From an optimization exercise on the open Yosys and OpenROAD flow, aimed at small area, a short achievable clock period and few clock cycles per item; shortcuts taken in it are not production practice.
RTL that was checked went through simulation tests only; none was proved equivalent to the original.
The RTL of runs 7 and 8 was laid out without a check of its function.
Power figures rest on the tool's default switching activity, not on a simulated workload.

--- flow/constraint.sdc ---
create_clock -name core_clock -period 10.0 [get_ports {clk}]
set_input_delay 2.0000 -clock core_clock [delete_from_list [all_inputs] [get_ports {clk}]]
set_output_delay 2.0000 -clock core_clock [all_outputs]
set_load 0.01 [all_outputs]
--- flow/config.mk ---
export PLATFORM = sky130hd
export DESIGN_NAME = ssp_xform
export DESIGN_NICKNAME = ssp_xform
export VERILOG_FILES = /design/flow/design.v
export SDC_FILE = /design/flow/constraint.sdc
export NUM_CORES = 4
export LEC_CHECK = 0
export ABC_CLOCK_PERIOD_IN_PS = 3000
export CAP_MARGIN = 20
export CORE_MARGIN = 2
export CORE_UTILIZATION = 40
export SLEW_MARGIN = 20
--- flow/flow/margin.txt ---
6.0
--- flow/design.v ---
module ssp_xform (
    input  wire        clk,
    input  wire        rst,
    input  wire        cfg_we,
    input  wire [7:0]  cfg_addr,
    input  wire [15:0] cfg_wdata,
    input  wire        cmd_valid,
    output wire        cmd_ready,
    input  wire [63:0] cmd_word,
    output wire        mem_en,
    output wire [14:0] mem_addr,
    input  wire [7:0]  mem_rdata,
    output reg         res_valid,
    input  wire        res_ready,
    output reg  [31:0] res_data,
    output wire [3:0]  res_err
);
    localparam AW = 15;
    reg [AW-1:0]   amask;
    reg [AW:0]     bussize;
    reg [AW:0]     srclen;
    reg            dshare;
    reg [5:0]      gsh;
    reg [4*AW-1:0] aord;     
    reg [3*8-1:0]  dord;     
    reg [3*8-1:0]  eord;
    reg [5*32-1:0] gord;     
    reg        cq_we;
    reg [7:0]  cq_addr;
    reg [15:0] cq_wdata;
    always @(posedge clk) begin
        cq_we    <= cfg_we;
        cq_addr  <= cfg_addr;
        cq_wdata <= cfg_wdata;
    end
    always @(posedge clk) begin
        if (cq_we) begin
            case (cq_addr)
                8'h10: amask   <= cq_wdata[AW-1:0];
                8'h11: bussize <= cq_wdata[AW:0];
                8'h12: srclen  <= cq_wdata[AW:0];
                8'h13: dshare  <= cq_wdata[0];
                8'h16: gsh     <= 6'd32 - cq_wdata[5:0];
                default: ;
            endcase
        end
    end
    genvar k;
    generate
        for (k = 0; k < AW; k = k + 1) begin : g_aord_wr
            always @(posedge clk)
                if (cq_we && cq_addr == 8'h20 + k)
                    aord[4*k +: 4] <= cq_wdata[3:0];
        end
        for (k = 0; k < 8; k = k + 1) begin : g_dord_wr
            always @(posedge clk) begin
                if (cq_we && cq_addr == 8'h40 + k)
                    dord[3*k +: 3] <= cq_wdata[2:0];
                if (cq_we && cq_addr == 8'h48 + k)
                    eord[3*k +: 3] <= cq_wdata[2:0];
            end
        end
        for (k = 0; k < 32; k = k + 1) begin : g_gord_wr
            always @(posedge clk)
                if (cq_we && cq_addr == 8'h60 + k)
                    gord[5*k +: 5] <= cq_wdata[4:0];
        end
    endgenerate
    reg  s_full;
    reg  rdy_q;
    wire go = !s_full;
    assign cmd_ready = rdy_q;
    wire [7:0] w_op  = cmd_word[7:0];
    wire [1:0] w_sel = cmd_word[9:8];
    wire w_rsv8  = |cmd_word[31:10];
    wire w_perm  = (w_op == 8'h10) && !w_rsv8;
    wire w_mem   = (w_op[7:1] == 7'h10) && !w_rsv8 && (w_sel == 2'd0);
    reg        a_valid;
    reg        a_perm;       
    reg        a_mem;        
    reg [1:0]  a_sel;
    reg        a_op0;
    reg [31:0] a_x;
    always @(posedge clk) begin
        if (rst)
            a_valid <= 1'b0;
        else if (go)
            a_valid <= cmd_valid && rdy_q;
        if (go) begin
            a_perm  <= w_perm;
            a_mem   <= w_mem;
            a_sel   <= w_sel;
            a_op0   <= w_op[0];
            a_x     <= {cmd_word[63:32+AW],
                        cmd_word[32+AW-1:32] ^ (amask & {AW{w_mem}})};
        end
    end
    wire a_de = a_sel[1] ^ a_sel[0];
    wire [AW-1:0] pa;
    wire [31:0]   gb;
    generate
        for (k = 0; k < AW; k = k + 1) begin : g_abank
            wire [15:0] xv = {1'b0, a_x[AW-1:0]};
            assign pa[k] = xv[aord[4*(14-k) +: 4]];
        end
        for (k = 0; k < 32; k = k + 1) begin : g_gbank
            wire [4:0] idx;
            if (k < 8) begin : g_de
                wire [2:0] di = a_sel[1] ? eord[3*(7-k) +: 3] : dord[3*(7-k) +: 3];
                assign idx = a_de ? {2'b0, di} : gord[5*(31-k) +: 5];
            end else begin : g_g
                assign idx = gord[5*(31-k) +: 5];
            end
            assign gb[k] = a_x[idx];
        end
    endgenerate
    wire oor  = (|a_x[31:16]) || ({a_x[15], a_x[AW-1:0] ^ amask} >= bussize);
    wire phys = ({1'b0, pa} >= srclen);
    wire ill  = !(a_mem || a_perm) || (a_perm && a_sel == 2'd2 && dshare);
    reg          b_valid;
    reg          b_fetch;      
    reg [AW-1:0] b_pa;         
    reg [AW-1:0] b_lo;         
    reg [31:AW]  b_hi;         
    reg [1:0]    b_kind;
    reg          b_ill;
    reg [1:0]    b_err;
    reg          b_use_e;
    always @(posedge clk) begin
        if (rst) begin
            b_valid <= 1'b0;
            b_fetch <= 1'b0;
        end else if (go) begin
            b_valid <= a_valid;
            b_fetch <= a_valid && a_mem && !oor && !phys;
        end
        if (go) begin
            b_pa    <= pa;
            b_lo    <= a_mem ? a_x[AW-1:0] : gb[AW-1:0];
            b_hi    <= a_mem ? a_x[31:AW]  : gb[31:AW];
            b_kind  <= a_mem ? 2'd0 : {a_sel[1] | a_sel[0], !(a_sel[1] ^ a_sel[0])};
            b_ill   <= ill;
            b_err   <= ill    ? 2'd3 :
                       !a_mem ? 2'd0 :
                       oor    ? 2'd1 :
                       phys   ? 2'd2 : 2'd0;
            b_use_e <= a_op0 && !dshare;
        end
    end
    assign mem_en   = b_fetch;
    assign mem_addr = b_pa;
    wire [31:0] b_g     = {b_hi, b_lo} >> ((b_kind == 2'd3) ? gsh : 6'd0);
    wire [31:0] b_data  = b_ill             ? 32'd0 :
                          (b_kind == 2'd0)  ? {b_hi, b_lo ^ amask} :
                          (b_kind == 2'd1)  ? {17'd0, b_pa} :
                          (b_kind == 2'd2)  ? {24'd0, b_lo[7:0]} : b_g;
    reg        c_valid;
    reg        c_fetch;      
    reg        c_fresh;      
    reg        c_use_e;
    reg [1:0]  c_err;
    reg [31:0] c_data;
    wire [7:0] dx;
    generate
        for (k = 0; k < 8; k = k + 1) begin : g_dperm
            wire [2:0] di = c_use_e ? eord[3*(7-k) +: 3] : dord[3*(7-k) +: 3];
            assign dx[k] = mem_rdata[di];
        end
    endgenerate
    wire c_fix = c_fresh && c_fetch && !go;
    always @(posedge clk) begin
        if (rst) begin
            c_valid <= 1'b0;
            c_fetch <= 1'b0;
            c_fresh <= 1'b0;
        end else if (go) begin
            c_valid <= b_valid;
            c_fetch <= b_fetch;
            c_fresh <= 1'b1;
        end else begin
            c_fresh <= 1'b0;
            if (c_fix) c_fetch <= 1'b0;
        end
        if (go) begin
            c_use_e <= b_use_e;
            c_err   <= b_err;
            c_data  <= b_data;
        end else if (c_fix) begin
            c_data  <= {24'd0, dx};
        end
    end
    wire [31:0] c_res_data = c_fetch ? {24'd0, dx} : c_data;
    wire [2:0]  c_res_err  = {c_err != 2'd0, c_err == 2'd3, c_err == 2'd2};
    reg [2:0]  r_err;
    reg [31:0] s_data;
    reg [2:0]  s_err;
    assign res_err = {1'b0, r_err};
    wire take = res_valid && res_ready;
    always @(posedge clk)
        rdy_q <= !cfg_we && (s_full ? take : (!res_valid || take || !c_valid));
    always @(posedge clk) begin
        if (rst) begin
            res_valid <= 1'b0;
            s_full    <= 1'b0;
        end else if (s_full) begin
            if (take) s_full <= 1'b0;
        end else begin
            if (!res_valid || take)
                res_valid <= c_valid;
            else if (c_valid)
                s_full <= 1'b1;
        end
        if (s_full) begin
            if (take) begin
                res_data <= s_data;
                r_err    <= s_err;
            end
        end else if (!res_valid || take) begin
            res_data <= c_res_data;
            r_err    <= c_res_err;
        end
        if (go) begin
            s_data <= c_res_data;
            s_err  <= c_res_err;
        end
    end
endmodule
--- flow/standard.sh ---
#!/bin/bash
# synth_recipe.tcl (not shown) runs the flow's synth.tcl, then flattens the netlist and writes it again
# the make line also repeats each setting of config.mk as NAME=value (left out here)
make -C /OpenROAD-flow-scripts/flow DESIGN_CONFIG=/design/flow/config.mk WORK_HOME=/design/flow/orfs CLKGATE_MAP_FILE= SYNTH_SCRIPT=/design/flow/synth_recipe.tcl "${@:-finish}"
--- flow/flow/run.sh ---
#!/bin/bash
set -euo pipefail
MARGIN=$(cat flow/margin.txt)
bash standard.sh SETUP_SLACK_MARGIN=$MARGIN finish > flow_make.log 2>&1
==> results.ini, run 1 <==
[run_status]
status=timing/DRC/antenna clean

[timing]
hold_violations=0
maxSlewHeadroom_pct=28.6
rsz0062_at_grt=false
slew_violations=0
holdWs_ps=419
max_freq_mhz=262
finalCritPeriodShare_pct=38.1
setup_viol=0
worst_slew_pin_slew_ps=1070
tns_ps=0
fin_crit_ps=3810
finClkSkew_ps=27.5

[place]
io_buffers=153
dp_hpwl_um=69100
place.gp.congestion=0.972
placed_cells=3459

[synthesis]
syn-num-nets=2558
synth.yosys.seq_area_share_pct=48.0
synthCells=2423
yosysUniqueCellTypes=75
yosysTopAreaCellShare_pct=46.0
synthTopCellsByCount=edfxtp_1 (517), mux4_2 (334), clkbuf_1 (236), mux2i_1 (236), nand2_1 (162)
ys_ff_latch=551
yosysMostFrequentCell=edfxtp_1
avgSynthCellArea_sq_um=13.9
synth.cell_area_sq_mm=0.0337
yosysWarnings=1
yosys.area.top_type=edfxtp_1
synthArstFlopShare_pct=0
synth_area_leaders=edfxtp_1 (46%), mux4_2 (22%), mux2i_1 (7.0%)
synth-edff-count=517
yosys_most_used_dff=edfxtp_1

[global_routing]
grt_max_degree=71
antenna_found_initial=4
grt_pass1_wl_um=166000
grt_util_all_layers_pct=26.3
grt_pass1_vias=23800
grt-ovfl-total=0

[clock_tree]
clockBufferDepth=3
cts_tree=done
path_clk_slew_ps=50
cts_buffers=67
cts_max_level=3
holdBufCountCts=0
cts_root_buf=clkbuf_16
cts.sinks=551
clock_latency_ps=630

[cells_and_area]
drive_above_1_share_pct=24.9
multi_input_area_sq_mm=0.0163
regArea_sq_mm=0.0162
final_cells=3588
area_delta_synth_final_pct=13.9
final_nets=2588
fillers=7266

[setup_path]
cp_max_fo=27
cp.required_ps=10360
cp-start-kind=register
worst-endpoint-arrival_ps=4170
worstSetupEndpointType=register
critPathKind=reg2reg

[die]
core_sq_mm=0.0836
die_h_um=294
num_rows=106
die-area_sq_mm=0.0867
die_w_um=294
pin_count=155
start_util_pct=40.4

[drt]
wl_per_cell_um=32.0
drt_iter0_drc=3277
first_pass_iters=6
via_count=23700
routed_wl_um=115000
drc=0
detail-route-antenna-nets=0
viasPerCell=6.60

[worst_hold_path]
hold_path.class=reg2reg

[power_and_ir_drop]
p_per_area_mw_per_mm2=153
peakVddDrop_mv=0.132
p_leak_nw=13.4
power_mw=5.87

[run]
cap_violations=0

report_power, final:
part | internal, mW | leakage (nW) | switching, mW
registers | 2.55 | 5.39 | 0.0551
clock network | 1.52 | 1.10 | 0.998
logic | 0.310 | 6.89 | 0.430
total | 4.38 | 13.4 | 1.48
per-stage QoR:
step	utilization [%]	setup slack (ps)	cell area, sq um
6_report	46.0	6190	38400
5_1_grt	46.0	6000	38400
4_1_cts	45.9	6090	38400
3_5_place_dp	43.2	5470	36100
3_3_place_gp	43.2	5480	36100
2_1_floorplan	-	6150	33800
final timing paths:
path / startpoint / endpoint / slack (ps) / cells after the start
worst max-delay path: a_sel[1] / b_lo[4] / 6190 / 11
worst min-delay path: b_err[0] / c_err[0] / 420 / 0
worst max register to register: a_sel[1] / b_lo[4] / 6190 / 11
worst min register to register: b_err[0] / c_err[0] / 420 / 0
layer usage:
layer  track usage, %  wire, um
met1             34.9     43700
met2             40.7     52100
met3             6.78     12900
met4             12.0      5900
met5           0.0567        22
worst max-delay path: stages, from the launching register on:
cell and delay, ps:
edfxtp_1 320, buf_4 370, inv_1 140, ha_4 530
buf_6 370, mux2i_1 240, buf_4 240, mux2i_1 210
mux2i_1 100, mux4_2 470, or3b_1 350, a22o_1 180
cell type report:
class                   count  area share, %
diodes                      2         0.0130
clock buffers              91           4.86
clock inverters            31           1.00
inverters                  49          0.501
multi-input cells        1555           42.5
flip-flops and latches    551           42.2
well taps                1080           3.52
repair buffers            229           5.49
layout by cell type (no fill, tap or decap), drive strengths merged, types with 9 or more instances in the layout:
master / netlist / final
a21o: 20 / 20
mux2: 84 / 84
nand4: 12 / 12
nor2b: 48 / 48
clkbuf: 236 / 91
nand2b: 11 / 11
xnor2: 27 / 27
o22ai: 24 / 24
edfxtp: 517 / 517
nand2: 162 / 162
a211oi: 38 / 38
dfxtp: 34 / 34
xor2: 22 / 22
o21ai: 71 / 71
o211ai: 9 / 9
mux4: 334 / 334
nor2: 155 / 155
clkinv: 1 / 17
nor3: 15 / 15
ha: 34 / 34
a21oi: 79 / 79
inv: 48 / 52
clkdlybuf4s50: 0 / 153
buf: 32 / 76
nor4: 14 / 14
mux2i: 249 / 249
nand3: 35 / 35
repair_timing:
| item | CTS | global route |
|---|---|---|
| setup buffers | 0 | 5 |
| gates resized for setup | 2 | 2 |
| pin swaps | 0 | 1 |
| endpoints found under the setup margin | 2 | 18 |
kinds of logic (layout without fill, tap and decap cells):
| kind of cell | Yosys count | count (layout) | synth area share, % |
|---|---|---|---|
| XOR/XNOR | 49 | 49 | 1.27 |
| adder cells (fa/ha/maj) | 34 | 34 | 1.26 |
| flip-flops | 551 | 551 | 48.0 |
| other | 1 | 3 | 0.0111 |
| AND/OR/NAND/NOR | 481 | 481 | 6.46 |
| AO/OA/AOI/OAI | 323 | 323 | 6.31 |
| multiplexers | 667 | 667 | 32.9 |
| buffers and inverters | 317 | 400 | 3.74 |
flip-flops by register name (all words and copies together), names as in the netlist, 17 cells and up:
name      count
gord        160
res_data     32
dord         24
b_hi         17
eord         24
a_x          32
aord         60
s_data       32
c_data       32
Testbench counts, summed over its fixed seeds: cycles 16,040, items 16,000.
==> run 2, diff against run 1 <==
==> flow/flow/margin.txt (replaced) <==
6.5
==> results.ini, run 2 <==
[run_status]
status=timing/DRC/antenna clean

[synthesis]
ys_ff_latch=551  ; unchanged
yosysMostFrequentCell=edfxtp_1
synthCells=2423  ; unchanged
yosysUniqueCellTypes=75  ; unchanged
synth.cell_area_sq_mm=0.0337  ; unchanged
synth_top_family_by_area=multiplexers
synth_compound_area_share_pct=6.31  ; unchanged
synth_mux_area_share_pct=32.9  ; unchanged
yosysTopAreaCellShare_pct=46.0  ; unchanged
synth.yosys.seq_area_share_pct=48.0  ; unchanged
synthTopCellsByCount=edfxtp_1 (517), mux4_2 (334), clkbuf_1 (236), mux2i_1 (236), nand2_1 (162)
yosys_most_used_dff=edfxtp_1
synthAdderAreaFrac_pct=1.26  ; unchanged
yosys.area_share.simple_pct=6.46  ; unchanged
synth_xor_area_share_pct=1.27  ; unchanged
synth-edff-count=517  ; unchanged
synth_area_leaders=edfxtp_1 (46%), mux4_2 (22%), mux2i_1 (7.0%)
yosys.area.top_type=edfxtp_1
avgSynthCellArea_sq_um=13.9  ; unchanged
yosysWarnings=1  ; unchanged
synthArstFlopShare_pct=0  ; unchanged
syn-num-nets=2558  ; unchanged

[drt]
via_count=23900  ; +0.82%
viasPerCell=6.63  ; +0.43%
drc=0  ; unchanged
first_pass_iters=5  ; -1
drt_iter0_drc=3084  ; -5.9%
wl_per_cell_um=32.3  ; +0.94%
routed_wl_um=116000  ; +1.3%
detail-route-antenna-nets=0  ; unchanged

[cells_and_area]
reg_top3=gord x160, aord x60
area_delta_synth_final_pct=14.5
fillers=7270  ; +0.055%
num_antenna_cells=0  ; -2
final_nets=2609  ; +0.81%
largest_reg_flops=160  ; unchanged
design_area_sq_mm=0.0386  ; +0.49%
top_register=gord
final_cells=3602  ; +0.39%
post-route-util_pct=46.2  ; +0.23 points
drive_above_1_share_pct=25.6  ; +0.71 points
final_common_cell=edfxtp_1
final_cell_mix=edfxtp_1 (517), mux4_2 (334), mux2i_1 (233)

[clock_tree]
cts_buffers=66  ; -1.5%
cts_tree=done
holdBufCountCts=0  ; unchanged
clock_latency_ps=620  ; about the same
path_clk_slew_ps=60  ; about the same
cts_max_level=3  ; unchanged
cts.sinks=551  ; unchanged
cts_root_buf=clkbuf_16
clockBufferDepth=3  ; unchanged

[global_routing]
grt_pass1_vias=23800  ; -0.0042%
grt_max_degree=66  ; -7.0%
antenna_found_initial=1  ; -3
grt-ovfl-total=0  ; unchanged
grt_pass1_wl_um=168000  ; +1.6%
grt_util_all_layers_pct=26.8  ; +0.49 points

[setup_path]
worstSetupEndpointType=register
critPathKind=reg2reg
worst-endpoint-arrival_ps=3830  ; -340 ps
cp_max_fo=34  ; +26%
cp-start-kind=register
cp.required_ps=10330  ; -30 ps

[timing]
hold_violations=0  ; unchanged
finClkSkew_ps=27.4  ; -0.101 ps
tns_ps=0  ; unchanged
rsz0062_at_grt=true
worst_slew_pin_slew_ps=966  ; -105 ps
maxSlewHeadroom_pct=33.8  ; +5.2 points
finalCritPeriodShare_pct=35.0  ; -3.1 points
setup_viol=0  ; unchanged
slew_violations=0  ; unchanged
max_freq_mhz=285  ; +8.8%
fin_crit_ps=3500  ; -308 ps

[place]
post_dp_cell_area_sq_mm=0.0361  ; about the same
io_buffers=153  ; unchanged
dp_hpwl_um=69300  ; +0.24%
place.gp.congestion=0.971  ; -0.13%
placed_cells=3457  ; -0.058%

[power_and_ir_drop]
power_mw=5.66  ; -3.5%
p_leak_nw=13.8  ; +3.3%
p_per_area_mw_per_mm2=146  ; -4.0%
peakVddDrop_mv=0.0904  ; -31%

[die]
start_util_pct=40.4  ; unchanged
pin_count=155  ; unchanged
core_sq_mm=0.0836  ; unchanged
die_h_um=294  ; unchanged
num_rows=106  ; unchanged
die-area_sq_mm=0.0867  ; unchanged
die_w_um=294  ; unchanged

[worst_hold_path]
hold_path.class=reg2reg

[run]
cap_violations=0  ; unchanged

==> run 2: where the power goes <==
part	switching [mW]	internal, mW
clock network	0.973	1.32
registers	0.0572	2.55
logic	0.438	0.323
total	1.47	4.19
==> run 2: critical path, stage by stage, from the launching register on <==
cell	delay, ps
edfxtp_1	320
buf_4	330
and3_1	230
buf_6	340
mux2i_1	280
mux2i_1	150
mux2i_1	440
a21oi_1	270
a221oi_1	670
o22ai_1	170
==> run 2: layout make-up <==
| type | count | area (sq um) | share of cell area [%] |
|---|---|---|---|
| timing repair buffer | 251 | 2490 | 6.45 |
| inverter | 49 | 190 | 0.492 |
| multi-input combinational | 1555 | 16400 | 42.4 |
| sequential | 551 | 16200 | 42.0 |
| tap | 1080 | 1350 | 3.50 |
| clock inverter | 35 | 278 | 0.719 |
| clock buffer | 81 | 1740 | 4.50 |
==> run 2: per-stage QoR <==
| step | worst slack (ps) | hold WS [ps] |
|---|---|---|
| after detailed placement | 5450 | 413 |
| final | 6500 | 423 |
| after global placement | 5430 | 405 |
| after global routing | 6480 | 435 |
| after floorplan | 6530 | 400 |
| after CTS | 6500 | 426 |
==> run 2: routing by layer <==
layer	routed length (um)	track usage, %	share of wire [%]	up-vias
li1	-	-	-	9700
met1	44300	36.0	38	12200
met2	53300	41.9	46	1666
met3	12900	6.03	11	343
met4	5700	11.7	4.9	0
met5	0	0	0	-
==> run 2: cells by family (layout without fill, tap and decap cells) <==
| family | after synthesis | count (layout) |
|---|---|---|
| muxes | 667 | 667 |
| DFF | 551 | 551 |
| and+or+nand+nor | 481 | 481 |
| AOI/OAI and AO/OA | 323 | 323 |
| buffers and inverters | 317 | 416 |
| xor gates and xnor gates | 49 | 49 |
| adders and majority gates | 34 | 34 |
| other | 1 | 1 |
==> run 2: path summary, 6_finish.rpt <==
kind             start        end  slack, ps  cells past startpoint
max          b_kind[0]  c_data[1]       6500                      9
max reg2reg  b_kind[0]  c_data[1]       6500                      9
min reg2reg   b_err[1]   c_err[1]        420                      0
min           b_err[1]   c_err[1]        420                      0
==> run 2: what timing repair did <==
action | in CTS | in global routing
hold endpoints to repair | 0 | 0
cloned | 4 | 0
gates resized for setup | 64 | 33
setup buffers | 23 | 2
pin swaps | 1 | 1
endpoints found under the setup margin | 61 | 37
==> run 3, diff against run 2 <==
==> flow/flow/run.sh (replaced) <==
#!/bin/bash
set -euo pipefail
MARGIN=$(cat flow/margin.txt)
bash standard.sh SETUP_SLACK_MARGIN=$MARGIN \
  "BUFFER_PORTS_ARGS=-buffer_cell sky130_fd_sc_hd__buf_2" finish > flow_make.log 2>&1
--- a/flow/config.mk
+++ b/flow/config.mk
@@ -10,3 +10,3 @@
 export CORE_MARGIN = 2
-export CORE_UTILIZATION = 40
+export CORE_UTILIZATION = 60
 export SLEW_MARGIN = 20
==> results.ini, run 3 <==
[synthesis]
synth_mux_area_share_pct=32.9  ; unchanged
synth_top_family_by_area=multiplexers
yosys.area.top_type=edfxtp_1
synthArstFlopShare_pct=0  ; unchanged
synth.cell_area_sq_mm=0.0337  ; unchanged
ys_ff_latch=551  ; unchanged
yosysUniqueCellTypes=75  ; unchanged
synthTopCellsByCount=edfxtp_1 (517), mux4_2 (334), clkbuf_1 (236), mux2i_1 (236), nand2_1 (162)
yosys_most_used_dff=edfxtp_1
yosysWarnings=1  ; unchanged
synth-edff-count=517  ; unchanged
yosysTopAreaCellShare_pct=46.0  ; unchanged
synthAdderAreaFrac_pct=1.26  ; unchanged
synth_area_leaders=edfxtp_1 (46%), mux4_2 (22%), mux2i_1 (7.0%)
avgSynthCellArea_sq_um=13.9  ; unchanged
synth.yosys.seq_area_share_pct=48.0  ; unchanged
syn-num-nets=2558  ; unchanged
synth_compound_area_share_pct=6.31  ; unchanged
yosys.area_share.simple_pct=6.46  ; unchanged
synthCells=2423  ; unchanged
synth_xor_area_share_pct=1.27  ; unchanged
yosysMostFrequentCell=edfxtp_1

[setup_path]
worst-endpoint-arrival_ps=3840  ; about the same
cp.depth=13  ; +4
critPathKind=reg2reg
r2r_start=a_x[3]
cp_cell_sequence=buf_6, mux4_2, nor2b_1, a211oi_1, a21o_1, ha_1, nand2b_1, a21o_1, a21o_1, a21oi_2, o21ai_1, a21o_1, a31o_2
r2r_slack_ps=6580  ; +80 ps
crit_start=a_x[3]
worstSetupEndpointType=register
timing.rr.end=b_err[1]
cp_common_cell=a21o_1
cp-start-kind=register
cp.required_ps=10420  ; +90 ps
reg2regPathDepth=13  ; +4
slowest_delay_ps=490  ; -180 ps
cp_max_fo=41  ; +21%
cpMaxStageDelayCell=mux4_2
crit_path_end=b_err[1]
critPathBufInv=1  ; -1
crit_family=compound AO/OA/AOI/OAI gates

[cells_and_area]
drive_above_1_share_pct=31.0  ; +5.4 points
design_area_sq_mm=0.0372  ; -3.8%
largest_reg_flops=160  ; unchanged
final_nets=2584  ; -0.96%
area_delta_synth_final_pct=10.1
reg_top3=gord x160, aord x60
fillers=3986  ; -45%
final_common_cell=edfxtp_1
final_cell_mix=edfxtp_1 (517), mux4_2 (334), mux2i_1 (235)
top_register=gord

[die]
die_w_um=241  ; -18%
start_util_pct=61.0  ; +21 points
die-area_sq_mm=0.0582  ; -33%
die_h_um=241  ; -18%
pin_count=155  ; unchanged
num_rows=86  ; -19%
core_sq_mm=0.0553  ; -34%

[timing]
slew_violations=0  ; unchanged
tns_ps=0  ; unchanged
max_freq_mhz=292  ; +2.4%
holdWs_ps=427  ; +4.68 ps
finalCritPeriodShare_pct=34.2  ; -0.82 points
finClkSkew_ps=46.8  ; +19.4 ps
setup_viol=0  ; unchanged
rsz0062_at_grt=false
maxSlewHeadroom_pct=28.6  ; -5.1 points
hold_violations=0  ; unchanged
fin_crit_ps=3420  ; -81.8 ps
worst_slew_pin_slew_ps=1070  ; +102 ps

[global_routing]
antenna_found_initial=4  ; +3
grt_max_degree=81  ; +23%
grt_pass1_wl_um=156000  ; -7.3%
grt_pass1_vias=23300  ; -1.7%
grt_util_all_layers_pct=37.5  ; +11 points
grt-ovfl-total=0  ; unchanged

[power_and_ir_drop]
combPwrFrac_pct=13.0  ; -0.4 points
p_switching_mw=1.41  ; -4.0%
p_sw_share_pct=25.7  ; -0.28 points
seq_power_share_pct=47.5  ; +1.4 points
p_leak_nw=13.4  ; -3.1%
peakVddDrop_mv=0.148  ; +64%
p_per_area_mw_per_mm2=148  ; +0.87%
power_mw=5.49  ; -3.0%
intPower_mw=4.08  ; -2.6%
clock_power_share_pct=39.5  ; -1.0 points

[clock_tree]
clock_latency_ps=660  ; +40 ps
holdBufCountCts=0  ; unchanged
cts.sinks=551  ; unchanged
clockBufferDepth=3  ; unchanged
path_clk_slew_ps=60  ; about the same
cts_max_level=2  ; -1
cts_root_buf=clkbuf_16
cts_buffers=59  ; -11%
cts_tree=done

[drt]
routed_wl_um=109000  ; -6.5%
via_count=23900  ; -0.021%
viasPerCell=7.34  ; +11%
first_pass_iters=7  ; +2
drt_iter0_drc=3252  ; +5.4%
wl_per_cell_um=33.4  ; +3.7%
detail-route-antenna-nets=0  ; unchanged
drc=0  ; unchanged

[run_status]
status=timing/DRC/antenna clean

[place]
post_dp_cell_area_sq_mm=0.0349  ; -3.3%
io_buffers=153  ; unchanged
place.gp.congestion=0.972  ; +0.18%
dp_hpwl_um=65100  ; -6.0%

[worst_hold_path]
hold_path.class=reg2reg

[run]
cap_violations=0  ; unchanged

==> run 3: cell types whose count changed in the layout (fill, tap and decap cells not counted), moves of 7 or more <==
cell | previous run | this run
buf_4 | 76 | 56
clkinv_1 | 14 | 5
dlymetal6s2s_1 | 14 | 0
buf_6 | 8 | 15
buf_2 | 0 | 153
dlygate4sd2_1 | 34 | 0
clkdlybuf4s50_1 | 105 | 0
==> run 3: worst min path at each step <==
stage	from	endpoint	slack (ps)	cells after the start
final	b_err[0]	c_err[0]	430	0
after CTS	b_err[0]	c_err[0]	430	0
after floorplan	b_err[0]	c_err[0]	400	0
after detailed placement	b_err[0]	c_err[0]	420	0
after global placement	b_use_e	c_use_e	400	0
after global routing	b_use_e	c_use_e	450	0
==> run 3: final cells by class <==
cell class                      instances  area [sq um]  area share [%]
Tap cell                              748           936            2.52
Inverter                               49           190           0.512
Timing Repair Buffer                  233          1560            4.19
Antenna cell                            2          5.00          0.0135
Multi-Input combinational cell       1555         16300            44.0
Clock inverter                         28           260           0.700
Sequential cell                       551         16200            43.6
Clock buffer                           84          1660            4.47
==> run 3: repair_timing <==
| item | CTS | global route |
|---|---|---|
| gates resized for setup | 15 | 30 |
| endpoints found under the setup margin | 22 | 26 |
| buffers inserted | 4 | 10 |
| pin swaps | 0 | 1 |
| gates cloned | 0 | 2 |
==> run 3: power by group through the flow <==
stage | Combinational (mW) | Sequential [mW] | Clock, mW
after global routing | 0.737 | 2.61 | 2.27
after CTS | 0.677 | 2.61 | 2.18
after global placement | 0.663 | 2.66 | 0
final | 0.714 | 2.61 | 2.17
after floorplan | 0.438 | 2.63 | 0
after detailed placement | 0.668 | 2.66 | 0
==> run 3: routing by layer <==
layer  global-route usage (%)  vias up  share of wire (%)
met5                        0        -              0.035
met4                     20.4        6                6.2
met3                     9.17      472                 13
met2                     56.9     1898                 45
met1                     50.4    11800                 36
li1                         -     9660                  -
==> run 3: cell families after synthesis <==
family,after synthesis
AOI/OAI and AO/OA,323
muxes,667
other,1
DFF,551
xor gates and xnor gates,49
buffers and inverters,317
and+or+nand+nor,481
adders and majority gates,34
==> run 3: metrics by stage <==
stage / setup WS [ps] / instances / utilization (%)
final: 6580 / 3250 / 67.2
after global routing: 6500 / 3249 / 67.2
after CTS: 6510 / 3236 / 66.7
after detailed placement: 5610 / 3120 / 63.1
after global placement: 5680 / 3119 / 63.0
after floorplan: 6530 / 2423 / -
==> run 4, diff against run 3 <==
--- a/flow/config.mk
+++ b/flow/config.mk
@@ -11,2 +11,4 @@
 export CORE_UTILIZATION = 60
+export CTS_BUF_LIST = sky130_fd_sc_hd__clkbuf_8
+export CTS_CLUSTER_SIZE = 24
 export SLEW_MARGIN = 20
==> results.ini, run 4 <==
[setup_path]
cp.depth=1  ; -12
timing.rr.end=b_err[1]
r2r_slack_ps=6550  ; -30 ps
slowest_delay_ps=510  ; +20 ps
cp.required_ps=8000  ; -2420 ps
crit_family=flip-flops
r2r_start=a_x[9]
cp_cell_sequence=buf_2
worst-endpoint-arrival_ps=1450  ; -2390 ps
cp-start-kind=register
worstSetupEndpointType=primary output
crit_path_end=mem_addr[1]
reg2regPathDepth=12  ; -1
cp_max_fo=2  ; -95%
crit_start=b_pa[1]
critPathBufInv=1  ; unchanged
critPathKind=reg2out
cpMaxStageDelayCell=edfxtp_1

[timing]
rsz0062_at_grt=true
finalCritPeriodShare_pct=34.5  ; +0.31 points
maxSlewHeadroom_pct=29.2  ; +0.61 points
hold_violations=0  ; unchanged
slew_violations=0  ; unchanged
finClkSkew_ps=50.1  ; +3.29 ps
setup_slack_ps=6550  ; -31.0 ps
worst_slew_pin_slew_ps=1060  ; -9.06 ps
max_freq_mhz=290  ; -0.90%
fin_crit_ps=3450  ; +31.0 ps
setup_viol=0  ; unchanged
tns_ps=0  ; unchanged

[die]
core_sq_mm=0.0553  ; unchanged
num_rows=86  ; unchanged
die_w_um=241  ; unchanged
die_h_um=241  ; unchanged
die-area_sq_mm=0.0582  ; unchanged
pin_count=155  ; unchanged
start_util_pct=61.0  ; unchanged

[clock_tree]
cts_tree=done
cts_max_level=3  ; +1
clock_latency_ps=740  ; +80 ps
holdBufCountCts=0  ; unchanged
cts_root_buf=clkbuf_8
cts_buffers=95  ; +61%
clockBufferDepth=3  ; unchanged
path_clk_slew_ps=60  ; about the same
cts.sinks=551  ; unchanged

[global_routing]
antenna_found_initial=4  ; unchanged
grt_util_all_layers_pct=37.8  ; +0.22 points
grt_pass1_vias=23600  ; +1.2%
grt_pass1_wl_um=156000  ; +0.31%
grt_max_degree=81  ; unchanged
grt-ovfl-total=0  ; unchanged

[synthesis]
synthArstFlopShare_pct=0  ; unchanged
synth_area_leaders=edfxtp_1 (46%), mux4_2 (22%), mux2i_1 (7.0%)
yosys_most_used_dff=edfxtp_1
ys_ff_latch=551  ; unchanged
yosysTopAreaCellShare_pct=46.0  ; unchanged
yosysMostFrequentCell=edfxtp_1
yosysWarnings=1  ; unchanged
yosysUniqueCellTypes=75  ; unchanged
avgSynthCellArea_sq_um=13.9  ; unchanged
synth-edff-count=517  ; unchanged
yosys.area.top_type=edfxtp_1
synthCells=2423  ; unchanged
synth.cell_area_sq_mm=0.0337  ; unchanged
synth.yosys.seq_area_share_pct=48.0  ; unchanged
syn-num-nets=2558  ; unchanged
synthTopCellsByCount=edfxtp_1 (517), mux4_2 (334), clkbuf_1 (236), mux2i_1 (236), nand2_1 (162)

[drt]
via_count=24000  ; +0.46%
viasPerCell=7.26  ; -1.2%
wl_per_cell_um=32.9  ; -1.5%
routed_wl_um=109000  ; about the same
detail-route-antenna-nets=0  ; unchanged
first_pass_iters=6  ; -1
drt_iter0_drc=3318  ; +2.0%
drc=0  ; unchanged

[power_and_ir_drop]
p_leak_nw=13.5  ; +0.60%
peakVddDrop_mv=0.146  ; -1.4%
power_mw=5.30  ; -3.5%
p_per_area_mw_per_mm2=143  ; -2.9%

[place]
post_dp_cell_area_sq_mm=0.0349  ; unchanged
dp_hpwl_um=65100  ; unchanged
place.gp.congestion=0.972  ; unchanged
io_buffers=153  ; unchanged
pre_cts_ws_ps=5610  ; unchanged

[cells_and_area]
final_common_cell=edfxtp_1
reg_top3=gord x160, aord x60
top_register=gord
final_nets=2610  ; +1.0%
largest_reg_flops=160  ; unchanged
area_delta_synth_final_pct=9.53
post-route-util_pct=66.8  ; -0.36 points
design_area_sq_mm=0.0370  ; -0.54%
final_cell_mix=edfxtp_1 (517), mux4_2 (334), mux2i_1 (235)
drive_above_1_share_pct=31.2  ; +0.21 points

[run_status]
status=timing/DRC/antenna clean

[worst_hold_path]
hold_path.class=reg2reg
holdPathStages=0  ; unchanged

[run]
cap_violations=0  ; unchanged

==> run 4: how the worst min path moves through the flow <==
stage / from / to / slack (ps)
2_1_floorplan: b_err[0] / c_err[0] / 400
3_3_place_gp: b_use_e / c_use_e / 400
3_5_place_dp: b_err[0] / c_err[0] / 420
4_1_cts: b_err[0] / c_err[0] / 430
5_1_grt: b_use_e / c_use_e / 450
6_report: b_err[0] / c_err[0] / 430
==> run 4: cell type report <==
class                           count  area [sq um]
Tap cell                          748           936
Inverter                           49           190
Sequential cell                   551         16200
Antenna cell                        1          2.50
Fill cell                        3994         18300
Clock inverter                     75           428
Multi-Input combinational cell   1555         16300
Clock buffer                      101          1390
Timing Repair Buffer              223          1470
==> run 4: where the power goes <==
part           total [mW]  switching, mW  internal (mW)
combinational       0.706          0.417          0.290
sequential           2.61         0.0581           2.55
clock                1.98          0.966           1.02
==> run 4: through the flow <==
stage	hold WS, ps	cells
6_report	428	3303
5_1_grt	453	3303
4_1_cts	431	3300
3_5_place_dp	418	3120
3_3_place_gp	404	3119
2_1_floorplan	400	2423
==> run 4: kinds of logic (layout without fill, tap and decap cells) <==
| logic type | Yosys count | in the layout | share of synthesized area, % |
|---|---|---|---|
| buffers and inverters | 317 | 448 | 3.74 |
| XOR/XNOR | 49 | 49 | 1.27 |
| AO/OA/AOI/OAI | 323 | 323 | 6.31 |
| other | 1 | 2 | 0.0111 |
| adder cells (fa/ha/maj) | 34 | 34 | 1.26 |
| multiplexers | 667 | 667 | 32.9 |
| flip-flops | 551 | 551 | 48.0 |
| AND/OR/NAND/NOR | 481 | 481 | 6.46 |
==> run 4: timing repair <==
item                                   in CTS  in global routing
gates cloned                                0                  1
pin swaps                                   0                  3
gates resized for setup                    16                 28
endpoints found under the hold margin       0                  0
setup endpoints to repair                  22                 22
buffers inserted                            4                  1
==> run 4: per-layer routing <==
metal | GRT usage, % | vias up | routed length (um)
li1 | - | 9729 | -
met1 | 50.9 | 11800 | 39200
met2 | 56.7 | 1966 | 48700
met3 | 9.64 | 456 | 14000
met4 | 20.7 | 6 | 6880
met5 | 0 | - | 34
==> run 5, diff against run 4 <==
==> flow/flow/run.sh (replaced) <==
#!/bin/bash
set -euo pipefail
MARGIN=$(cat flow/margin.txt)
bash standard.sh SETUP_SLACK_MARGIN=$MARGIN \
  "BUFFER_PORTS_ARGS=-buffer_cell sky130_fd_sc_hd__buf_2" \
  "CTS_ARGS=-sink_clustering_enable -repair_clock_nets -dont_use_dummy_load -sink_clustering_size 25 -sink_clustering_max_diameter 120" \
  finish > flow_make.log 2>&1
==> flow/flow/margin.txt (replaced) <==
7.0
--- a/flow/config.mk
+++ b/flow/config.mk
@@ -11,4 +11,2 @@
 export CORE_UTILIZATION = 60
-export CTS_BUF_LIST = sky130_fd_sc_hd__clkbuf_8
-export CTS_CLUSTER_SIZE = 24
 export SLEW_MARGIN = 20
==> results.ini, run 5 <==
[power_and_ir_drop]
intPower_mw=3.34  ; -13%
p_leak_nw=13.4  ; -0.68%
p_per_area_mw_per_mm2=123  ; -14%
seq_power_share_pct=57.1  ; +7.9 points
combPwrFrac_pct=17.0  ; +3.7 points
clock_power_share_pct=25.9  ; -12 points
p_sw_share_pct=26.8  ; -0.39 points
peakVddDrop_mv=0.125  ; -14%
p_switching_mw=1.22  ; -15%

[timing]
finClkSkew_ps=43.1  ; -6.97 ps
maxSlewHeadroom_pct=25.0  ; -4.3 points
max_freq_mhz=297  ; +2.4%
rsz0062_at_grt=true
slew_violations=0  ; unchanged
fin_crit_ps=3370  ; -79.8 ps
setup_viol=0  ; unchanged
finalCritPeriodShare_pct=33.7  ; -0.80 points
hold_violations=0  ; unchanged
tns_ps=0  ; unchanged
worst_slew_pin_slew_ps=1120  ; +64.3 ps

[die]
num_rows=86  ; unchanged
start_util_pct=61.0  ; unchanged
die_w_um=241  ; unchanged
die_h_um=241  ; unchanged
die-area_sq_mm=0.0582  ; unchanged
core_sq_mm=0.0553  ; unchanged
pin_count=155  ; unchanged

[place]
placed_cells=3118  ; -0.064%
dp_hpwl_um=66000  ; +1.3%
io_buffers=153  ; unchanged
place.gp.congestion=0.953  ; -2.0%

[cells_and_area]
drive_above_1_share_pct=33.3  ; +2.0 points
regArea_sq_mm=0.0162  ; about the same
fillers=3893  ; -2.5%
reg_top3=gord x160, aord x60
final_cell_mix=edfxtp_1 (517), mux4_2 (334), mux2i_1 (226)
largest_reg_flops=160  ; unchanged
multi_input_area_sq_mm=0.0168  ; +2.8%
final_nets=2600  ; -0.38%
area_delta_synth_final_pct=9.86
final_common_cell=edfxtp_1
final_cells=3212  ; -2.8%
top_register=gord

[setup_path]
cp_max_fo=35  ; +33
worst-endpoint-arrival_ps=3740  ; +2290 ps
critPathKind=reg2reg
cp.required_ps=10370  ; +2370 ps
cp-start-kind=register
worstSetupEndpointType=register
reg2regPathDepth=9  ; -3

[synthesis]
yosysTopAreaCellShare_pct=46.0  ; unchanged
avgSynthCellArea_sq_um=13.9  ; unchanged
synth-edff-count=517  ; unchanged
synth.cell_area_sq_mm=0.0337  ; unchanged
ys_ff_latch=551  ; unchanged
syn-num-nets=2558  ; unchanged
synth.yosys.seq_area_share_pct=48.0  ; unchanged
yosysWarnings=1  ; unchanged
yosys_most_used_dff=edfxtp_1
yosys.area.top_type=edfxtp_1
yosysUniqueCellTypes=75  ; unchanged
synthCells=2423  ; unchanged
synthArstFlopShare_pct=0  ; unchanged
synth_area_leaders=edfxtp_1 (46%), mux4_2 (22%), mux2i_1 (7.0%)
synthTopCellsByCount=edfxtp_1 (517), mux4_2 (334), clkbuf_1 (236), mux2i_1 (236), nand2_1 (162)
yosysMostFrequentCell=edfxtp_1

[drt]
wl_per_cell_um=34.8  ; +5.6%
detail-route-antenna-nets=0  ; unchanged
viasPerCell=7.44  ; +2.5%
routed_wl_um=112000  ; +2.6%
drc=0  ; unchanged
drt_iter0_drc=3499  ; +5.5%
first_pass_iters=6  ; unchanged
via_count=23900  ; -0.28%

[clock_tree]
cts.sinks=551  ; unchanged
cts_max_level=1  ; -2
clock_latency_ps=630  ; -110 ps
cts_root_buf=clkbuf_16
cts_buffers=26  ; -73%
cts_tree=done
clockBufferDepth=3  ; unchanged
path_clk_slew_ps=100  ; +40 ps

[worst_hold_path]
holdPathStages=0  ; unchanged
hold_path.class=reg2reg

[run_status]
status=timing/DRC/antenna clean

[global_routing]
antenna_found_initial=4  ; unchanged
grt_max_degree=71  ; -12%
grt_pass1_wl_um=160000  ; +2.3%
grt-ovfl-total=0  ; unchanged
grt_util_all_layers_pct=38.6  ; +0.83 points
grt_pass1_vias=23500  ; -0.41%

[run]
cap_violations=0  ; unchanged

run 5: cell types whose count changed in the layout (fill, tap and decap cells not counted), moves of 13 or more:
| cell | change |
|---|---|
| buf_4 | +39 |
| buf_6 | +13 |
| clkbuf_16 | +26 |
| clkbuf_8 | -101 |
| clkinv_1 | -15 |
| clkinv_2 | -13 |
| inv_1 | -39 |
| nand2_1 | -15 |
| nand2_4 | +14 |
run 5: per-stage QoR:
stage / setup slack, ps / hold WS [ps] / area, sq um / util, % / power, mW
after floorplan: 6570 / 400 / 34000 / - / 3.08
after global placement: 5780 / 405 / 35000 / 63.2 / 3.33
after detailed placement: 5710 / 405 / 35000 / 63.2 / 3.33
after CTS: 6670 / 427 / 36500 / 66.0 / 4.52
after global routing: 6560 / 431 / 37100 / 67.0 / 4.66
final: 6630 / 425 / 37100 / 67.0 / 4.57
run 5: final cells by class:
cell class,count,area share [%]
inverter,49,0.520
multi-input combinational,1555,45.3
timing repair buffer,282,6.13
antenna,1,0.00675
clock buffer,26,1.76
sequential,551,43.8
tap,748,2.52
run 5: metal layers:
| layer | wire, um | global-route usage [%] |
|---|---|---|
| met5 | 50 | 0 |
| met4 | 7440 | 22.6 |
| met2 | 50600 | 58.6 |
| met1 | 39100 | 51.0 |
| met3 | 14500 | 9.46 |
run 5: critical path, stage by stage (launching register included):
cell,delay [ps]
edfxtp_1,490
buf_6,290
mux4_2,490
mux4_2,560
ha_1,330
a21o_1,170
a211oi_1,300
o21ai_2,130
a21o_1,180
a31o_2,220
run 5: power by group through the flow:
stage / clock (mW) / combinational [mW] / sequential (mW)
2_1_floorplan: 0 / 0.447 / 2.64
3_3_place_gp: 0 / 0.667 / 2.66
3_5_place_dp: 0 / 0.672 / 2.66
4_1_cts: 1.19 / 0.727 / 2.60
5_1_grt: 1.25 / 0.799 / 2.61
6_report: 1.18 / 0.777 / 2.61
run 5: final timing paths:
path	slack, ps	start	to
max	6630	a_x[1]	b_err[1]
min reg2reg	420	b_use_e	c_use_e
min	420	b_use_e	c_use_e
max reg2reg	6630	a_x[1]	b_err[1]
run 5: what timing repair did:
item | 4_1_cts | 5_1_grt
pin swaps | 13 | 21
hold buffers | 0 | 0
gates cloned | 8 | 1
gates resized for setup | 76 | 72
buffers inserted | 39 | 19
setup endpoints to repair | 96 | 90
run 5: logic make-up after synthesis:
family	Yosys count	share of synthesized area, %
buffers and inverters	317	3.74
AO/OA/AOI/OAI	323	6.31
XOR/XNOR	49	1.27
flip-flops	551	48.0
other	1	0.0111
multiplexers	667	32.9
adder cells (fa/ha/maj)	34	1.26
AND/OR/NAND/NOR	481	6.46
==> run 6, diff against run 5 <==
==> flow/flow/margin.txt (replaced) <==
6.5
==> results.ini, run 6 <==
[drt]
detail-route-antenna-nets=0  ; unchanged
wl_per_cell_um=34.2  ; -1.8%
via_count=23600  ; -1.4%
first_pass_iters=5  ; -1
viasPerCell=7.45  ; about the same
routed_wl_um=108000  ; -3.2%
drt_iter0_drc=3320  ; -5.1%
drc=0  ; unchanged

[timing]
holdWs_ps=438  ; +13.2 ps
maxSlewHeadroom_pct=29.9  ; +5.0 points
hold_violations=0  ; unchanged
rsz0062_at_grt=false
fin_crit_ps=3360  ; -9.21 ps
max_freq_mhz=297  ; +0.27%
slew_violations=0  ; unchanged
finalCritPeriodShare_pct=33.6  ; -0.092 points
tns_ps=0  ; unchanged
finClkSkew_ps=74.5  ; +31.4 ps
setup_viol=0  ; unchanged
worst_slew_pin_slew_ps=1050  ; -74.6 ps

[synthesis]
synth-edff-count=517  ; unchanged
synth_area_leaders=edfxtp_1 (46%), mux4_2 (22%), mux2i_1 (7.0%)
yosysUniqueCellTypes=75  ; unchanged
yosys_most_used_dff=edfxtp_1
synthArstFlopShare_pct=0  ; unchanged
yosysTopAreaCellShare_pct=46.0  ; unchanged
yosysWarnings=1  ; unchanged
avgSynthCellArea_sq_um=13.9  ; unchanged
synthTopCellsByCount=edfxtp_1 (517), mux4_2 (334), clkbuf_1 (236), mux2i_1 (236), nand2_1 (162)
synthCells=2423  ; unchanged
ys_ff_latch=551  ; unchanged
synth.cell_area_sq_mm=0.0337  ; unchanged
yosys.area.top_type=edfxtp_1
yosysMostFrequentCell=edfxtp_1
syn-num-nets=2558  ; unchanged
synth.yosys.seq_area_share_pct=48.0  ; unchanged

[cells_and_area]
fillers=4062  ; +4.3%
final_nets=2552  ; -1.8%
largest_reg_flops=160  ; unchanged
final_cells=3163  ; -1.5%
regArea_sq_mm=0.0162  ; about the same
drive_above_1_share_pct=29.6  ; -3.7 points
area_delta_synth_final_pct=6.54
num_antenna_cells=0  ; -1
final_common_cell=edfxtp_1
final_cell_mix=edfxtp_1 (517), mux4_2 (334), mux2i_1 (235)
multi_input_area_sq_mm=0.0163  ; -2.7%
reg_top3=gord x160, aord x60
top_register=gord

[setup_path]
cp-start-kind=register
worst-endpoint-arrival_ps=3760  ; +20 ps
cp_max_fo=49  ; +40%
reg2regPathDepth=12  ; +3
cp.required_ps=10390  ; +20 ps
r2r_start=a_x[10]
critPathKind=reg2reg
timing.rr.end=b_err[1]
r2r_slack_ps=6640  ; about the same
worstSetupEndpointType=register

[power_and_ir_drop]
p_per_area_mw_per_mm2=125  ; +1.3%
seq_power_share_pct=58.1  ; +1.0 points
clock_power_share_pct=25.9  ; about the same
combPwrFrac_pct=16.0  ; -1.0 points
peakVddDrop_mv=0.188  ; +50%
p_leak_nw=12.8  ; -4.3%
intPower_mw=3.31  ; -1.1%
power_mw=4.48  ; -1.8%
p_switching_mw=1.18  ; -3.7%
p_sw_share_pct=26.3  ; -0.53 points

[worst_hold_path]
hold-path-endpoint=c_err[0]
hp-start=b_err[0]
holdPathStages=0  ; unchanged
hold_path.class=reg2reg

[place]
io_buffers=153  ; unchanged
place.gp.congestion=0.972  ; +2.0%
dp_hpwl_um=65100  ; -1.3%
placed_cells=3120  ; +0.064%

[global_routing]
grt-ovfl-total=0  ; unchanged
grt_util_all_layers_pct=37.1  ; -1.5 points
grt_max_degree=81  ; +14%
grt_pass1_wl_um=154000  ; -3.6%
antenna_found_initial=4  ; unchanged
grt_pass1_vias=22900  ; -2.5%

[clock_tree]
cts_max_level=1  ; unchanged
cts_tree=done
cts_buffers=26  ; unchanged
cts.sinks=551  ; unchanged
cts_root_buf=clkbuf_16
holdBufCountCts=0  ; unchanged
clockBufferDepth=3  ; unchanged
path_clk_slew_ps=100  ; about the same
clock_latency_ps=640  ; about the same

[run]
cap_violations=0  ; unchanged

[die]
die_h_um=241  ; unchanged
num_rows=86  ; unchanged
pin_count=155  ; unchanged
die-area_sq_mm=0.0582  ; unchanged
start_util_pct=61.0  ; unchanged
die_w_um=241  ; unchanged
core_sq_mm=0.0553  ; unchanged

[run_status]
status=timing/DRC/antenna clean

run 6: area by class of cell:
type / count / area share (%)
Clock buffer: 26 / 1.81
Tap cell: 748 / 2.60
Inverter: 49 / 0.526
Timing Repair Buffer: 234 / 4.50
Sequential cell: 551 / 45.1
Multi-Input combinational cell: 1555 / 45.5
run 6: worst max-delay path, stage by stage, from the launching register on:
cell	delay [ps]
edfxtp_1	370
buf_4	360
mux4_2	560
o21ai_0	240
a21o_1	200
ha_1	230
nand2b_1	140
a21o_1	180
a21o_1	190
a21oi_2	170
o21ai_1	110
a21o_1	180
a31o_2	230
run 6: power by group through the flow:
stage | Clock (mW) | Combinational, mW | Sequential [mW]
final | 1.16 | 0.717 | 2.60
after global routing | 1.24 | 0.741 | 2.61
after CTS | 1.18 | 0.676 | 2.60
after detailed placement | 0 | 0.668 | 2.66
after global placement | 0 | 0.663 | 2.66
after floorplan | 0 | 0.438 | 2.63
run 6: how the worst max path moves through the flow:
stage,depth (start not counted),from,endpoint,slack (ps)
final,12,a_x[10],b_err[1],6640
after floorplan,8,cmd_word[2],a_x[6],6530
after global placement,7,cmd_word[1],a_x[3],5680
after global routing,14,a_x[2],b_err[1],6530
after CTS,12,a_x[4],b_err[1],6510
after detailed placement,7,cmd_word[1],a_x[4],5610
run 6: metrics by stage:
step / utilization (%) / worst slack, ps / area (sq um)
floorplan: - / 6530 / 33800
global placement: 63.0 / 5680 / 34900
detailed placement: 63.1 / 5610 / 34900
CTS: 64.4 / 6510 / 35600
global route: 65.0 / 6530 / 36000
finish: 65.0 / 6640 / 36000
run 6: timing repair:
action	in CTS	in global routing
buffers inserted	4	9
cloned	0	4
setup endpoints to repair	23	24
gates resized for setup	14	35
pin swaps	0	3
run 6: routing by layer:
layer	track usage [%]	vias to the layer above	wire (um)
met5	0	-	38
li1	-	9539	-
met4	19.0	6	6390
met2	56.7	1810	48900
met1	50.0	11800	39400
met3	8.85	423	13300
run 6: logic make-up after synthesis:
| kind of cell | Yosys count | share of synthesized area [%] |
|---|---|---|
| fa+ha+maj | 34 | 1.26 |
| other cells | 1 | 0.0111 |
| compound gates | 323 | 6.31 |
| simple gates | 481 | 6.46 |
| mux | 667 | 32.9 |
| flops | 551 | 48.0 |
| buf+inv | 317 | 3.74 |
| xor+xnor | 49 | 1.27 |
==> run 7, diff against run 6 <==
--- a/flow/design.v
+++ b/flow/design.v
@@ -76,3 +76,4 @@
     wire w_perm  = (w_op == 8'h10) && !w_rsv8;
-    wire w_mem   = (w_op[7:1] == 7'h10) && !w_rsv8 && (w_sel == 2'd0);
+    wire w_memop = (w_op[7:1] == 7'h10);
+    wire w_mem   = w_memop && !w_rsv8 && (w_sel == 2'd0);
     reg        a_valid;
@@ -81,2 +82,4 @@
     reg [1:0]  a_sel;
+    reg        a_isd;        
+    reg        a_ise;
     reg        a_op0;
@@ -92,8 +95,10 @@
             a_sel   <= w_sel;
+            a_isd   <= (w_sel == 2'd1);
+            a_ise   <= (w_sel == 2'd2);
             a_op0   <= w_op[0];
             a_x     <= {cmd_word[63:32+AW],
-                        cmd_word[32+AW-1:32] ^ (amask & {AW{w_mem}})};
-        end
-    end
-    wire a_de = a_sel[1] ^ a_sel[0];
+                        cmd_word[32+AW-1:32] ^ (amask & {AW{w_memop}})};
+        end
+    end
+    wire a_isg = !(a_isd || a_ise);
     wire [AW-1:0] pa;
@@ -108,4 +113,5 @@
             if (k < 8) begin : g_de
-                wire [2:0] di = a_sel[1] ? eord[3*(7-k) +: 3] : dord[3*(7-k) +: 3];
-                assign idx = a_de ? {2'b0, di} : gord[5*(31-k) +: 5];
+                assign idx = ({5{a_isg}} & gord[5*(31-k) +: 5]) |
+                             ({5{a_isd}} & {2'b0, dord[3*(7-k) +: 3]}) |
+                             ({5{a_ise}} & {2'b0, eord[3*(7-k) +: 3]});
             end else begin : g_g
@@ -125,2 +131,3 @@
     reg [1:0]    b_kind;
+    reg [5:0]    b_sh;         
     reg          b_ill;
@@ -141,2 +148,3 @@
             b_kind  <= a_mem ? 2'd0 : {a_sel[1] | a_sel[0], !(a_sel[1] ^ a_sel[0])};
+            b_sh    <= (!a_mem && a_sel == 2'd3) ? gsh : 6'd0;
             b_ill   <= ill;
@@ -151,3 +159,3 @@
     assign mem_addr = b_pa;
-    wire [31:0] b_g     = {b_hi, b_lo} >> ((b_kind == 2'd3) ? gsh : 6'd0);
+    wire [31:0] b_g     = {b_hi, b_lo} >> b_sh;
     wire [31:0] b_data  = b_ill             ? 32'd0 :
==> flow/flow/run.sh (replaced) <==
#!/bin/bash
set -euo pipefail
MARGIN=$(cat flow/margin.txt)
bash standard.sh SETUP_SLACK_MARGIN=$MARGIN \
  "BUFFER_PORTS_ARGS=-buffer_cell sky130_fd_sc_hd__buf_2" \
  "CTS_ARGS=-sink_clustering_enable -repair_clock_nets -dont_use_dummy_load" \
  finish > flow_make.log 2>&1
==> results.ini, run 7 <==
[run_status]
status=timing/DRC/antenna clean

[die]
die_h_um=243  ; +0.91%
core_sq_mm=0.0565  ; +2.1%
pin_count=155  ; unchanged
start_util_pct=60.8  ; -0.17 points
num_rows=87  ; +1.2%
die_w_um=243  ; +0.91%
die-area_sq_mm=0.0592  ; +1.8%

[cells_and_area]
final_common_cell=edfxtp_1
largest_reg_flops=160  ; unchanged
fillers=4014  ; -1.2%
reg_top3=gord x160, aord x60
final_nets=2769  ; +8.5%
final_cell_mix=edfxtp_1 (525), mux4_2 (341), nor2_1 (183)
top_register=gord
area_delta_synth_final_pct=9.26
drive_above_1_share_pct=28.2  ; -1.4 points

[clock_tree]
holdBufCountCts=0  ; unchanged
cts_max_level=2  ; +1
cts.sinks=559  ; +1.5%
cts_root_buf=clkbuf_16
clockBufferDepth=3  ; unchanged
path_clk_slew_ps=60  ; -40 ps
clock_latency_ps=650  ; about the same
cts_tree=done
cts_buffers=60  ; +130%

[synthesis]
avgSynthCellArea_sq_um=13.2  ; -5.1%
synthCells=2602  ; +7.4%
synth.yosys.seq_area_share_pct=47.8  ; -0.18 points
ys_ff_latch=559  ; +1.5%
yosys.area.top_type=edfxtp_1
yosys_most_used_dff=edfxtp_1
yosysWarnings=1  ; unchanged
synth.cell_area_sq_mm=0.0344  ; +1.9%
yosysUniqueCellTypes=81  ; +8.0%
yosysMostFrequentCell=edfxtp_1
syn-num-nets=2738  ; +7.0%
synth-edff-count=525  ; +1.5%
yosysTopAreaCellShare_pct=45.9  ; -0.14 points
synthTopCellsByCount=edfxtp_1 (525), mux4_2 (341), clkbuf_1 (236)
synth_area_leaders=edfxtp_1 (46%), mux4_2 (22%), mux2i_1 (3.8%)
synthArstFlopShare_pct=0  ; unchanged

[drt]
via_count=25500  ; +8.1%
viasPerCell=7.52  ; +0.90%
detail-route-antenna-nets=0  ; unchanged
drc=0  ; unchanged
drt_iter0_drc=3569  ; +7.5%
routed_wl_um=113000  ; +4.5%
wl_per_cell_um=33.3  ; -2.4%
first_pass_iters=6  ; +1

[timing]
max_freq_mhz=286  ; -3.7%
finClkSkew_ps=49.7  ; -24.8 ps
hold_violations=0  ; unchanged
setup_slack_ps=6510  ; -128 ps
maxSlewHeadroom_pct=28.1  ; -1.8 points
setup_viol=0  ; unchanged
fin_crit_ps=3490  ; +128 ps
worst_slew_pin_slew_ps=1080  ; +30.1 ps
tns_ps=0  ; unchanged
finalCritPeriodShare_pct=34.9  ; +1.3 points
rsz0062_at_grt=false
slew_violations=0  ; unchanged

[global_routing]
grt_max_degree=112  ; +38%
antenna_found_initial=7  ; +3
grt_pass1_vias=24700  ; +7.9%
grt_pass1_wl_um=163000  ; +5.4%
grt_util_all_layers_pct=37.5  ; +0.44 points
grt-ovfl-total=0  ; unchanged

[power_and_ir_drop]
peakVddDrop_mv=0.162  ; -14%
p_per_area_mw_per_mm2=139  ; +11%
p_leak_nw=13.3  ; +4.1%

[run]
cap_violations=0  ; unchanged

[worst_hold_path]
hold_path.class=reg2reg
holdPathStages=0  ; unchanged

[setup_path]
cp-start-kind=register
cp.required_ps=10370  ; -20 ps
cp_max_fo=49  ; unchanged
critPathKind=reg2reg
reg2regPathDepth=11  ; -1
worstSetupEndpointType=register
worst-endpoint-arrival_ps=3860  ; +100 ps

[place]
pre_cts_ws_ps=5990  ; +376 ps
dp_hpwl_um=66600  ; +2.3%
io_buffers=153  ; unchanged
place.gp.congestion=0.962  ; -1.1%

[run 7: area by class of cell]
cell class	count	area (sq um)	share of cell area, %
clock buffers	60	1500	4.00
flip-flops and latches	559	16500	43.8
inverters	69	264	0.703
multi-input cells	1699	16600	44.2
repair buffers	244	1770	4.72
diodes	2	5.00	0.0133
well taps	756	946	2.52
[run 7: power by group]
part           leakage (nW)  switching (mW)  internal (mW)
registers              5.49          0.0576           2.59
clock network         0.739           0.844           1.04
logic                  7.10           0.410          0.278
[run 7: metal layers]
layer	vias to the layer above	global-route usage (%)	wire (um)
li1	10300	-	-
met1	12600	51.3	40200
met2	2095	56.4	50100
met3	469	9.74	16000
met4	10	18.5	6630
met5	-	0	69
[run 7: logic make-up (layout without fill, tap and decap cells)]
kind of cell	Yosys count	after routing	synth area share [%]
other	1	3	0.0109
adder cells (fa/ha/maj)	35	35	1.27
multiplexers	527	527	28.0
buffers and inverters	344	373	4.00
AND/OR/NAND/NOR	594	594	8.15
flip-flops	559	559	47.8
XOR/XNOR	43	43	1.10
AO/OA/AOI/OAI	499	499	9.65
[run 7: metrics by stage]
| stage | instances | util (%) | cell area [sq um] | hold WS, ps | power, mW |
|---|---|---|---|---|---|
| after floorplan | 2602 | - | 34400 | 400 | 3.08 |
| after global placement | 3296 | 62.8 | 35500 | 411 | 3.31 |
| after detailed placement | 3297 | 62.8 | 35500 | 406 | 3.32 |
| after CTS | 3370 | 66.0 | 37300 | 424 | 5.19 |
| after global routing | 3387 | 66.5 | 37500 | 439 | 5.34 |
| final | 3389 | 66.5 | 37600 | 417 | 5.22 |
[run 7: path summary, 6_finish.rpt]
kind	startpoint	slack [ps]	to
worst max-delay path	a_x[9]	6510	b_err[1]
worst min-delay path	b_use_e	420	c_use_e
worst max register to register	a_x[9]	6510	b_err[1]
worst min register to register	b_use_e	420	c_use_e
[run 7: repair_timing]
item	CTS	global route
gates cloned	3	5
pin swaps	1	3
setup endpoints to repair	2	4
resized for setup	23	22
setup buffers	10	12
[run 7: worst max-delay path, cell delays in order (launching register included)]
cell	delay [ps]
edfxtp_1	380
buf_6	250
mux4_2	520
mux4_2	490
ha_1	290
a21o_1	170
a21o_1	180
a21o_1	170
a31oi_1	200
o41ai_2	100
buf_4	170
a31o_2	250
==> run 8, diff against run 7 <==
--- a/flow/design.v
+++ b/flow/design.v
@@ -130,5 +130,6 @@
     reg [31:AW]  b_hi;         
-    reg [1:0]    b_kind;
-    reg [5:0]    b_sh;         
-    reg          b_ill;
+    reg          b_km;         
+    reg          b_ka;         
+    reg          b_kd;
+    reg          b_kg;
     reg [1:0]    b_err;
@@ -147,5 +148,6 @@
             b_hi    <= a_mem ? a_x[31:AW]  : gb[31:AW];
-            b_kind  <= a_mem ? 2'd0 : {a_sel[1] | a_sel[0], !(a_sel[1] ^ a_sel[0])};
-            b_sh    <= (!a_mem && a_sel == 2'd3) ? gsh : 6'd0;
-            b_ill   <= ill;
+            b_km    <= a_mem;
+            b_ka    <= a_perm && a_sel == 2'd0;
+            b_kd    <= a_perm && (a_sel == 2'd1 || (a_sel == 2'd2 && !dshare));
+            b_kg    <= a_perm && a_sel == 2'd3;
             b_err   <= ill    ? 2'd3 :
@@ -159,7 +161,7 @@
     assign mem_addr = b_pa;
-    wire [31:0] b_g     = {b_hi, b_lo} >> b_sh;
-    wire [31:0] b_data  = b_ill             ? 32'd0 :
-                          (b_kind == 2'd0)  ? {b_hi, b_lo ^ amask} :
-                          (b_kind == 2'd1)  ? {17'd0, b_pa} :
-                          (b_kind == 2'd2)  ? {24'd0, b_lo[7:0]} : b_g;
+    wire [31:0] b_g     = {b_hi, b_lo} >> gsh;
+    wire [31:0] b_data  = ({32{b_km}} & {b_hi, b_lo ^ amask}) |
+                          ({32{b_ka}} & {17'd0, b_pa}) |
+                          ({32{b_kd}} & {24'd0, b_lo[7:0]}) |
+                          ({32{b_kg}} & b_g);
     reg        c_valid;
==> flow/flow/run.sh (replaced) <==
#!/bin/bash
set -euo pipefail
MARGIN=$(cat flow/margin.txt)
bash standard.sh SETUP_SLACK_MARGIN=$MARGIN \
  "BUFFER_PORTS_ARGS=-buffer_cell sky130_fd_sc_hd__buf_2" \
  "CTS_ARGS=-sink_clustering_enable -repair_clock_nets -dont_use_dummy_load -sink_clustering_size 25 -sink_clustering_max_diameter 120" \
  finish > flow_make.log 2>&1
==> results.ini, run 8 <==
[global_routing]
busiest_layer=met2
grt_pass1_wl_um=157000  ; -3.4%
grt_pass1_vias=23600  ; -4.7%
grt_use_met2_pct=55.2  ; -1.3 points
grt_util_all_layers_pct=36.4  ; -1.2 points
met1_usage_pct=49.4  ; -1.9 points
antenna_found_initial=3  ; -4
met3_usage_pct=9.39  ; -0.35 points

[cells_and_area]
num_antenna_cells=0  ; -2
final_common_cell=edfxtp_1
largest_reg_flops=160  ; unchanged
final_cell_mix=edfxtp_1 (520), mux4_2 (312), mux2i_1 (232)
final_nets=2571  ; -7.2%
post-route-util_pct=63.7  ; -2.8 points
drive_above_1_share_pct=27.2  ; -0.99 points
reg_top3=gord x160, aord x60
top_register=gord
area_delta_synth_final_pct=5.49

[die]
die-area_sq_mm=0.0584  ; -1.3%
die_w_um=242  ; -0.67%
num_rows=87  ; unchanged
pin_count=155  ; unchanged
start_util_pct=60.4  ; -0.48 points
core_sq_mm=0.0562  ; -0.58%

[power_and_ir_drop]
peakVddDrop_mv=0.144  ; -11%
p_leak_nw=12.8  ; -3.9%
p_per_area_mw_per_mm2=122  ; -12%

[clock_tree]
clockBufferDepth=3  ; unchanged
holdBufCountCts=0  ; unchanged
cts_buffers=26  ; -57%
cts_root_buf=clkbuf_16
cts.sinks=554  ; -0.89%
cts_tree=done

[drt]
drt_iter0_drc=3226  ; -9.6%
viasPerCell=7.47  ; -0.61%
drc=0  ; unchanged
detail-route-antenna-nets=0  ; unchanged
first_pass_iters=8  ; +2
wl_per_cell_um=33.6  ; +0.83%

[synthesis]
synth_area_leaders=edfxtp_1 (46%), mux4_2 (21%), mux2i_1 (6.8%)
yosys_most_used_dff=edfxtp_1
yosys.area.top_type=edfxtp_1
synth_xor_area_share_pct=1.24  ; +0.14 points
synth.yosys.seq_area_share_pct=48.1  ; +0.22 points
yosysTopAreaCellShare_pct=46.1  ; +0.19 points
synth_mux_area_share_pct=29.2  ; +1.3 points
yosysMostFrequentCell=edfxtp_1
yosysUniqueCellTypes=74  ; -8.6%
synth.cell_area_sq_mm=0.0339  ; -1.4%
syn-num-nets=2589  ; -5.4%

[setup_path]
crit_family=compound AO/OA/AOI/OAI gates
critPathBufInv=1  ; -1
cpMaxStageDelayCell=mux4_2
r2r_start=a_x[6]
slowest_delay_ps=520  ; about the same
reg2regPathDepth=10  ; -1
r2r_slack_ps=6460  ; -50 ps
worstSetupEndpointType=register

[timing]
hold_violations=0  ; unchanged
rsz0062_at_grt=true
max_freq_mhz=283  ; -1.3%
slew_violations=0  ; unchanged
finClkSkew_ps=60.7  ; +11.0 ps
fin_crit_ps=3540  ; +47.5 ps
finalCritPeriodShare_pct=35.4  ; +0.48 points

[worst_hold_path]
holdPathStages=0  ; unchanged
hp-start=b_use_e

[place]
io_buffers=153  ; unchanged
place.gp.congestion=0.988  ; +2.7%
dp_hpwl_um=66500  ; -0.21%

[run_status]
status=timing/DRC/antenna clean

run 8: cell types whose count changed in the layout (fill, tap and decap cells not counted), sizes merged, moves of 33 or more:
cell	delta
a21boi	+33
clkbuf	-39
mux2i	+101
nand3	-68
nor2	-72
o21ai	-68
run 8: worst max-delay path by stage:
stage,from,to,slack [ps],cells past startpoint
6_report,a_x[6],b_fetch,6460,10
5_1_grt,a_x[6],b_fetch,6430,10
4_1_cts,a_x[10],b_fetch,6470,10
3_5_place_dp,cmd_word[1],a_x[4],5760,5
3_3_place_gp,cmd_word[1],a_x[12],5800,5
2_1_floorplan,cmd_word[1],a_x[7],6390,5
run 8: logic make-up (layout without fill, tap and decap cells):
logic type                 Yosys count  count (layout)
AOI/OAI and AO/OA                  492             492
and+or+nand+nor                    398             398
DFF                                554             554
xor gates and xnor gates            48              48
muxes                              594             594
adders and majority gates           32              32
buffers and inverters              337             317
other                                1               1
run 8: worst reg2reg max path: cells and delay by family (launching register included):
kind            cells  cell delay [ps]
flops               1              490
mux                 2             1060
fa+ha+maj           1              330
compound gates      6             1290
buf+inv             1              250
run 8: cell type report:
type | instances | area [sq um]
Timing Repair Buffer | 230 | 1370
Tap cell | 756 | 946
Fill cell | 4163 | 20400
Clock buffer | 26 | 651
Multi-Input combinational cell | 1565 | 16300
Inverter | 61 | 234
Sequential cell | 554 | 16300
run 8: report_power, final:
| part | leakage [nW] | internal (mW) | switching (mW) | total [mW] |
|---|---|---|---|---|
| clock network | 0.320 | 0.465 | 0.694 | 1.16 |
| registers | 5.44 | 2.56 | 0.0483 | 2.61 |
| logic | 7.05 | 0.238 | 0.358 | 0.596 |
| total | 12.8 | 3.26 | 1.10 | 4.36 |
run 8: what timing repair did:
item,CTS,global route
endpoints found under the setup margin,17,4
resized for setup,1,7
pin swaps,1,0
buffers inserted,10,0
run 8: through the flow:
step	setup slack [ps]	total power, mW	instances	instance area, sq um
finish	6460	4.36	3192	35800
global route	6430	4.47	3192	35800
CTS	6470	4.36	3192	35700
floorplan	6390	3.01	2456	33900
global placement	5800	3.22	3156	35000
detailed placement	5760	3.23	3156	35000
run 8: per-layer routing:
| metal | wire, um | vias up |
|---|---|---|
| met5 | 34 | - |
| met1 | 39300 | 11900 |
| met4 | 6350 | 6 |
| met3 | 13300 | 397 |
| li1 | - | 9757 |
| met2 | 48300 | 1761 |

Check on run 8: ideal ports give 6.462 ns setup slack; a clkbuf_16 on the clock port and buf_2 on the inputs give 6.462 ns; moving port delays by the midpoint clock arrival (0.647 ns) as well gives 6.051 ns.
